From an optimization exercise on the open Yosys and OpenROAD flow, aimed at small area, a short achievable clock period and few clock cycles per item; shortcuts taken in it are not production practice.
RTL that was checked went through simulation tests only; none was proved equivalent to the original.
Power is estimated from default activity; no workload was simulated.

// flanger_sweep_state_machine
module flanger_sweep_state_machine #(
    parameter N = 32,              
    parameter L = 24               
) (
    input  wire        clk,
    input  wire        rst,
    input  wire        key_valid,
    input  wire [7:0]  key_char,
    input  wire        btn,
    input  wire        in_valid,
    output wire        in_ready,
    input  wire [15:0] mic,
    input  wire [15:0] gen,
    output reg         out_valid,
    input  wire        out_ready,
    output reg  [31:0] out_data,
    output reg         out_last,
    output reg         out_ev_valid,
    output reg         out_ev_kind,    
    output reg  [7:0]  out_ev_arg,
    output wire [15:0] gen_freq
);
Size in the first run: ~2400 cells after synthesis, roughly 580 flip-flops, ~110 I/O pins, ~28000 sq um of cells after synthesis.
Settings: LEC_CHECK=0, CAP_MARGIN=20, CORE_MARGIN=2, CORE_UTILIZATION=40, CTS_BUF_LIST=sky130_fd_sc_hd__clkbuf_8, CTS_CLUSTER_DIAMETER=70, CTS_CLUSTER_SIZE=16, SETUP_SLACK_MARGIN=5, SLEW_MARGIN=20; clock period 8.0 ns.
standard.sh (not shown) runs the stock make flow with config.mk's settings and CLKGATE_MAP_FILE= SYNTH_SCRIPT=/design/flow/synth_recipe.tcl, a recipe that flattens the netlist after the stock synthesis.
==> flow/flow/run.sh <==
#!/bin/bash
# The standard layout, with the adders left to ABC: without ADDER_MAP_FILE,
# synthesis does not turn three-input XOR/majority pairs into full-adder
# cells, so the multiplier's compressor tree is mapped as plain gates.
# Timing repair aims for 5.3 ns of setup slack (a 2.7 ns period).
set -euo pipefail
bash standard.sh ADDER_MAP_FILE= SETUP_SLACK_MARGIN=5.3 finish > make_finish.log 2>&1
The first run completed without violations.
Next try:
==> flow/run.sh (new file) <==
#!/bin/bash
# synth_recipe.tcl (not shown) runs the flow's synth.tcl, then flattens the netlist and writes it again
# the make line also repeats each setting of config.mk as NAME=value (left out here)
make -C /OpenROAD-flow-scripts/flow DESIGN_CONFIG=/design/flow/config.mk WORK_HOME=/design/flow/orfs CLKGATE_MAP_FILE= SYNTH_SCRIPT=/design/flow/synth_recipe.tcl finish
Settings changed: CORE_UTILIZATION 40 to 55, SETUP_SLACK_MARGIN 5 to 4.8.
removed: flow/flow/run.sh
removed: flow/standard.sh
What happened: Cell count is lower by about 18%. Total power went up by 2.4%. Critical path depth drops by 2. Global-route usage climbs by 5.0 points. Via count went down by about 11%. Wire length goes down by 16%. Clock skew is lower by 21 ps. Design area fell by about 14%. Synthesized cell count falls by 8.8%.
Next try:
Settings changed: CORE_UTILIZATION 55 to 40.
- cell count is higher by 7.6%
- design area went up by 0.42%
- die area rises by 37%
- setup slack gains 23 ps
- total power increases by 0.53%
- wire length went up by 3.3%
- global-route usage falls by 7.0 points
- utilization came out lower by 17 points
- sequential power stays flat
Next try:
Settings changed: CTS_BUF_LIST sky130_fd_sc_hd__clkbuf_8 to sky130_fd_sc_hd__clkbuf_16, CTS_CLUSTER_DIAMETER 70 to 90, CTS_CLUSTER_SIZE 16 to 20, SETUP_SLACK_MARGIN 4.8 to 5.
What happened: Total power rose by about 7.5%. Non-clock buffer count rose by 36. Clock power rose by 22%. Wire length rose by 2.0%. Cell area rose by 4.3%. Synthesized area stays the same. Via count rose by about 1.5%. Hold slack loses 4.0 ps. Die area does not change.
Next try:
==> flow/flow/run.sh (new file) <==
#!/bin/bash
# The standard layout, with the adders left to ABC: without ADDER_MAP_FILE,
# synthesis does not turn three-input XOR/majority pairs into full-adder
# cells, so the multiplier's compressor tree is mapped as plain gates.
set -euo pipefail
bash standard.sh ADDER_MAP_FILE= finish > make_finish.log 2>&1
==> flow/standard.sh (new file) <==
#!/bin/bash
# synth_recipe.tcl (not shown) runs the flow's synth.tcl, then flattens the netlist and writes it again
# the make line also repeats each setting of config.mk as NAME=value (left out here)
make -C /OpenROAD-flow-scripts/flow DESIGN_CONFIG=/design/flow/config.mk WORK_HOME=/design/flow/orfs CLKGATE_MAP_FILE= SYNTH_SCRIPT=/design/flow/synth_recipe.tcl "${@:-finish}"
Settings changed: CTS_BUF_LIST sky130_fd_sc_hd__clkbuf_16 to sky130_fd_sc_hd__clkbuf_8, CTS_CLUSTER_DIAMETER 90 to 70, CTS_CLUSTER_SIZE 20 to 16.
removed: flow/run.sh
Outcome: Total power drops by roughly a tenth; register-to-register slack gets better by 120 ps; sequential power drops by a few percent; cell count climbs by a little under a tenth; worst hold slack gets worse by 13 ps.
Function was not checked in any run of this note: the RTL went through the layout flow alone.

* * *

Setup of run C:
Another version of the RTL of flanger_sweep_state_machine (not shown whole).
Size in the first run: roughly 2,300 cells after synthesis, ~580 flip-flops, ~29,000 um2 of cells after synthesis.
Design flanger_sweep_state_machine, start of the top module:
module flanger_sweep_state_machine #(
    parameter N = 32,              
    parameter L = 24               
) (
    input  wire        clk,
    input  wire        rst,
    input  wire        key_valid,
    input  wire [7:0]  key_char,
    input  wire        btn,
    input  wire        in_valid,
    output wire        in_ready,
    input  wire [15:0] mic,
    input  wire [15:0] gen,
    output reg         out_valid,
    input  wire        out_ready,
    output reg  [31:0] out_data,
    output reg         out_last,
    output reg         out_ev_valid,
    output reg         out_ev_kind,    
    output reg  [7:0]  out_ev_arg,
    output wire [15:0] gen_freq
);
clock: 8.0 ns
lec_check: 0
cap_margin: 20
core_margin: 2
core_utilization: 40
setup_slack_margin: 4.5
slew_margin: 20
run.sh (not shown) runs the stock make flow with config.mk's settings and CLKGATE_MAP_FILE= SYNTH_SCRIPT=/design/flow/synth_recipe.tcl, a recipe that flattens the netlist after the stock synthesis.
Stock flow here: none of the scripts above is used.
Relative to run C, the following input files were edited for run H:
Settings: SETUP_SLACK_MARGIN: 4.5 -> unset.
Findings:
Run H vs. run C: total track usage has decreased, share of final layout cell area taken by non-clock buffers fell 2.9 points, share of power burned in the clock network now sits lower. In the metrics for run C and run H, the one carrying the lower worst endpoint data arrival time is run C. The routed wire length reported for run H is smaller than that of run C by 0.94%. Having completed the whole flow, run H delivered a layout that passed the timing, design-rule and antenna checks.
Function was not checked in any run of this note: the RTL went through the layout flow alone.

* * *

== build 2 ==
flanger_sweep_state_machine, a different RTL version from the one above (not shown whole).
Size in the first run: about 2300 cells after synthesis, roughly 590 flip-flops, about 110 I/O pins, ~29000 um^2 of cells after synthesis.
export LEC_CHECK = 0
export CAP_MARGIN = 20
export CORE_MARGIN = 2
export CORE_UTILIZATION = 40
export CTS_BUF_LIST = sky130_fd_sc_hd__clkbuf_8
export CTS_CLUSTER_DIAMETER = 70
export CTS_CLUSTER_SIZE = 16
export SETUP_SLACK_MARGIN = 5
export SLEW_MARGIN = 20
export TNS_END_PERCENT = 0
create_clock -name core_clock -period 8.0 [get_ports {clk}]
standard.sh (not shown) runs the stock make flow with config.mk's settings and CLKGATE_MAP_FILE= SYNTH_SCRIPT=/design/flow/synth_recipe.tcl, a recipe that flattens the netlist after the stock synthesis.
==> flow/flow/run.sh <==
#!/bin/bash
# The standard layout with two changes:
# - the adders are left to ABC: without ADDER_MAP_FILE, synthesis does not
#   turn three-input XOR/majority pairs into full-adder cells, so the
#   multiplier's compressor tree is mapped as plain gates;
# - every port gets a buf_2 as its buffer (the standard flow's choice is a
#   slow delay buffer).
set -euo pipefail
bash standard.sh ADDER_MAP_FILE= "BUFFER_PORTS_ARGS=-buffer_cell sky130_fd_sc_hd__buf_2" finish > make_finish.log 2>&1
Build 2 did not stop at any stage, and its layout met the timing, design-rule and antenna checks.
Testbench counts of build 2, summed over its fixed seeds: cycles 16,408, items 16,384.
Modified inputs, build 57 compared to build 2
--- a/flow/config.mk
+++ b/flow/config.mk
@@ -10 +10 @@
-export CORE_UTILIZATION = 40
+export CORE_UTILIZATION = 50
@@ -16 +15,0 @@
-export TNS_END_PERCENT = 0
--- outcome ---
- Build 57: pin count of the biggest net entering global routing 110 above build 2
- Taking build 2 as the reference, in build 57 total power picked up an extra 0.050 mW, number of instances in the synthesized netlist neither gained nor lost much.
- Going from build 2 to build 57, initial DRC count shrinks by 232.
- Build 57: initial standard-cell utilization of the core 10 points above build 2
- Compared build 57 against build 2; share of the final layout cell area in multi-input gates within noise.
- The final reports for build 57 and build 2 show non-clock buffer count higher in the former.
- Compared with build 2, in build 57 buffers inserted during post-CTS setup optimization higher, final-layout clock buffer total increased 2.2%, fraction of area in registers decreased 0.36 points, wire length of the first global-routing pass now smaller.
Modified inputs, build 66 compared to build 57
==> flow/run.sh (new file) <==
#!/bin/bash
# synth_recipe.tcl (not shown) runs the flow's synth.tcl, then flattens the netlist and writes it again
# the make line also repeats each setting of config.mk as NAME=value (left out here)
make -C /OpenROAD-flow-scripts/flow DESIGN_CONFIG=/design/flow/config.mk WORK_HOME=/design/flow/orfs CLKGATE_MAP_FILE= SYNTH_SCRIPT=/design/flow/synth_recipe.tcl finish
--- a/flow/config.mk
+++ b/flow/config.mk
@@ -10 +10 @@
-export CORE_UTILIZATION = 50
+export CORE_UTILIZATION = 40
@@ -14 +14 @@
-export SETUP_SLACK_MARGIN = 5
+export SETUP_SLACK_MARGIN = 4.8
removed: flow/flow/run.sh
removed: flow/standard.sh
==> notes.md <==
Capture point of the critical path = inj1[4]$_SDFFCE_PN0N_: build 57; capture point of the critical path = s2[15]$_DFFE_PN_: build 66. Lower pin count of the biggest net entering global routing was reported by build 66, not build 57. Of build 66 and build 57, the run reporting the higher total track usage was build 57. Wire length: build 66 vs build 57 up about 0.7%. Build 57 -> build 66: combined flip-flop and latch cell area flat. Compared with build 57, in build 66 compound-gate portion of the synthesized area decreased by 0.55 points relative to the old numbers; worst setup slack after layout decreased by 0.34 ns relative to the old numbers.

==> static timing again, ports no longer ideal <==
In the flow no input, the clock included, has a driving cell. The finished layouts below were timed again as built, in two steps.
Step 1 (the two cells are an assumption about what drives the block):
set clk [get_ports {clk}]
set_driving_cell -lib_cell sky130_fd_sc_hd__clkbuf_16 $clk
set_driving_cell -lib_cell sky130_fd_sc_hd__buf_2 [delete_from_list [all_inputs] $clk]
Step 2 moves the port delays by t, midway between the first and last clock arrival at a register: inputs arrive t later, outputs are due t later. That takes back most of the time a late clock gives input paths.
a / b / c = no drivers / after step 1 / after step 2; a / b = the first two.
| run | t, ns | setup slack, ns | hold WS [ns] |
|---|---|---|---|
| the first run of note 1 | 0.766 | 5.003 / 4.957 / 4.192 | 0.427 / 0.427 / 0.427 |
| the second run of note 1 | 0.717 | 4.741 / 4.741 / 4.257 | 0.446 / 0.446 / 0.446 |
| the third run of note 1 | 0.731 | 4.764 / 4.764 / 4.219 | 0.453 / 0.453 / 0.453 |
| the fourth run of note 1 | 0.641 | 4.802 / 4.802 / 4.419 | 0.449 / 0.449 / 0.449 |
| the fifth run of note 1 | 0.732 | 4.926 / 4.926 / 4.379 | 0.436 / 0.436 / 0.436 |
| run C | 0.685 | 4.287 / 4.287 / 4.026 | 0.427 / 0.427 / 0.427 |
| run H | 0.700 | 3.369 / 3.369 / 3.369 | 0.410 / 0.410 / 0.410 |
| build 2 | 0.738 | 4.924 / 4.883 / 4.235 | 0.448 / 0.448 / 0.448 |
| build 57 | 0.726 | 5.056 / 5.046 / 4.364 | 0.433 / 0.433 / 0.433 |
| build 66 | 0.766 | 4.720 / 4.720 / 4.092 | 0.401 / 0.401 / 0.401 |
After both steps every run listed still meets setup and hold. For the first run of note 1, which loses most, drivers alone change the setup slack by -0.046 ns; drivers and shift together by -0.811 ns.
